Source: an optimization exercise on an open RTL-to-GDS flow (aim: a short achievable clock period and few clock cycles). Production flows keep margins and buffers that such runs may drop.
Function was checked by simulation only, so behaviour that the tests miss may differ from the original.
Power and IR drop assume default switching activity.

==> flow/design.v (excerpt) <==
module ict_seq (
    input  wire        clk,
    input  wire        rst,
    input  wire        cmd_valid,
    output wire        cmd_ready,
    input  wire [2:0]  cmd_op,
    input  wire [23:0] cmd_addr,
    input  wire [15:0] cmd_len,
    input  wire [3:0]  cmd_step,
    input  wire        cmd_wide,
    input  wire        cmd_big,
    input  wire [31:0] cmd_seed,
    input  wire [15:0] cmd_mask,
    input  wire [31:0] cmd_crc,
    output wire        bus_req_valid,
    input  wire        bus_req_ready,
    output wire        bus_req_we,
    output wire [23:0] bus_req_addr,
    output wire [15:0] bus_req_wdata,
    output wire        bus_req_wide,
    input  wire        bus_rsp_valid,
    input  wire [15:0] bus_rsp_rdata,
    output reg         res_valid,
    output reg  [1:0]  res_code,
    output reg  [31:0] res_value,
    output reg  [23:0] res_addr,
    output reg  [15:0] res_exp,
    output reg  [15:0] res_act,
    output reg  [1:0]  res_pass
);
export LEC_CHECK = 0
export ABC_CLOCK_PERIOD_IN_PS = 2500
export CAP_MARGIN = 20
export CORE_MARGIN = 2
export CORE_UTILIZATION = 40
export PLACE_DENSITY = 0.6
export SLEW_MARGIN = 20
create_clock -name core_clock -period 10.0 [get_ports {clk}]
standard.sh (not shown) runs the stock make flow with config.mk's settings and CLKGATE_MAP_FILE= SYNTH_SCRIPT=/design/flow/synth_recipe.tcl, a recipe that flattens the netlist after the stock synthesis.
==> flow/flow/run.sh <==
#!/bin/bash
# The standard layout (the standard.sh: standard synthesis, floorplan,
# placement, CTS, routing) with a larger setup margin for ORFS's timing
# repair, so that repair keeps improving paths well past the 10 ns the
# constraints ask for. The SDC, clock period and everything else are the standard flow's.
set -euo pipefail
bash standard.sh SETUP_SLACK_MARGIN=7 finish > standard_make.log 2>&1
Testbench counts at the start, summed over its fixed seeds: cycles 219,370.
Rerun with:
- CTS_CLUSTER_DIAMETER: not set -> 100
- CTS_CLUSTER_SIZE: not set -> 30
Design area decreases by 2.2%.
Clock-buffer cell count went down by 140.
Total power fell by 11%.
Die area is unchanged.
Clock power drops by 38%.
Synthesized cell count does not change.
Via count shrinks by 0.97%.
Wire length shrinks by 0.92%.
Global-route usage came out lower by 0.26 points.
Setup slack gets better by 0.069 ns.

========
ict_seq, a different RTL version from the one above (not shown whole).
Size: ~7100 cells after synthesis, about 290 I/O pins.
Design ict_seq, start of the top module:
module ict_seq (
    input  wire        clk,
    input  wire        rst,
    input  wire        cmd_valid,
    output wire        cmd_ready,
    input  wire [2:0]  cmd_op,
    input  wire [23:0] cmd_addr,
    input  wire [15:0] cmd_len,
    input  wire [3:0]  cmd_step,
    input  wire        cmd_wide,
    input  wire        cmd_big,
    input  wire [31:0] cmd_seed,
    input  wire [15:0] cmd_mask,
    input  wire [31:0] cmd_crc,
    output wire        bus_req_valid,
    input  wire        bus_req_ready,
    output wire        bus_req_we,
    output wire [23:0] bus_req_addr,
    output wire [15:0] bus_req_wdata,
    output wire        bus_req_wide,
    input  wire        bus_rsp_valid,
    input  wire [15:0] bus_rsp_rdata,
    output reg         res_valid,
    output reg  [1:0]  res_code,
    output reg  [31:0] res_value,
    output reg  [23:0] res_addr,
    output reg  [15:0] res_exp,
    output reg  [15:0] res_act,
    output reg  [1:0]  res_pass
);
  ...
clock: 10.0 ns
lec_check: 0
abc_clock_period_in_ps: 2500
cap_margin: 20
core_margin: 2
core_utilization: 55
cts_cluster_diameter: 80
cts_cluster_size: 24
place_density: 0.7
slew_margin: 20
Scripts as last shown in full above: flow/flow/run.sh
Testbench counts at the start, summed over its fixed seeds: cycles 219,397.
Edit:
--- a/flow/config.mk
+++ b/flow/config.mk
@@ -9,7 +9,5 @@
 export CAP_MARGIN = 20
 export CORE_MARGIN = 2
-export CORE_UTILIZATION = 55
-export CTS_CLUSTER_DIAMETER = 80
-export CTS_CLUSTER_SIZE = 24
-export PLACE_DENSITY = 0.7
+export CORE_UTILIZATION = 40
+export PLACE_DENSITY = 0.6
 export SLEW_MARGIN = 20
Result: Count of clock-buffer cells in the layout came out higher by 131; synthesized area stays the same; hold slack gets worse by 0.0089 ns.
Edit:
--- a/flow/config.mk
+++ b/flow/config.mk
@@ -10,4 +10,6 @@
 export CORE_MARGIN = 2
 export CORE_UTILIZATION = 40
+export CTS_CLUSTER_DIAMETER = 80
+export CTS_CLUSTER_SIZE = 24
 export PLACE_DENSITY = 0.6
 export SLEW_MARGIN = 20
=> First-iteration DRC count is lower by 0.31%. Wire length hardly moves. Core utilization is lower by 1.1 points. Area after synthesis does not change. Via count is lower by about 1%. Flip-flop and latch count does not change.

==> port drivers added, routing unchanged <==
No port has a modelled driver above. Below, the same layouts with a new extraction and two added sets of constraints. Step 1, drivers: a clkbuf_16 drives clk and a buf_2 each remaining input, both assumed. Step 2 moves the port delays by t, midway between the first and last clock arrival at a register: inputs arrive t later, outputs are due t later. That takes back most of the time a late clock gives input paths. a / b / c = ideal ports / drivers / drivers and shift; a / b = the first two.
run	t (ns)	slack for setup (ns)	clock arrival spread, ns	slew at the worst register clock pin (ns)	worst slew at a driven data input, ns
the first run of note 1	0.909	6.640 / 6.552 / 6.074	0.083 / 0.084	0.07 / 0.07	0.21
the second run of note 1	0.827	6.709 / 6.624 / 6.160	0.063 / 0.063	0.12 / 0.12	0.22
the first run of note 2	0.823	6.632 / 6.554 / 6.155	0.045 / 0.045	0.10 / 0.10	0.21
the second run of note 2	0.909	6.588 / 6.499 / 6.079	0.068 / 0.067	0.07 / 0.07	0.15
the third run of note 2	0.862	6.628 / 6.537 / 6.121	0.078 / 0.078	0.10 / 0.10	0.15
After both steps every run listed still meets setup and hold. For the first run of note 1, which loses most, drivers alone change the setup slack by -0.088 ns; drivers and shift together by -0.566 ns.
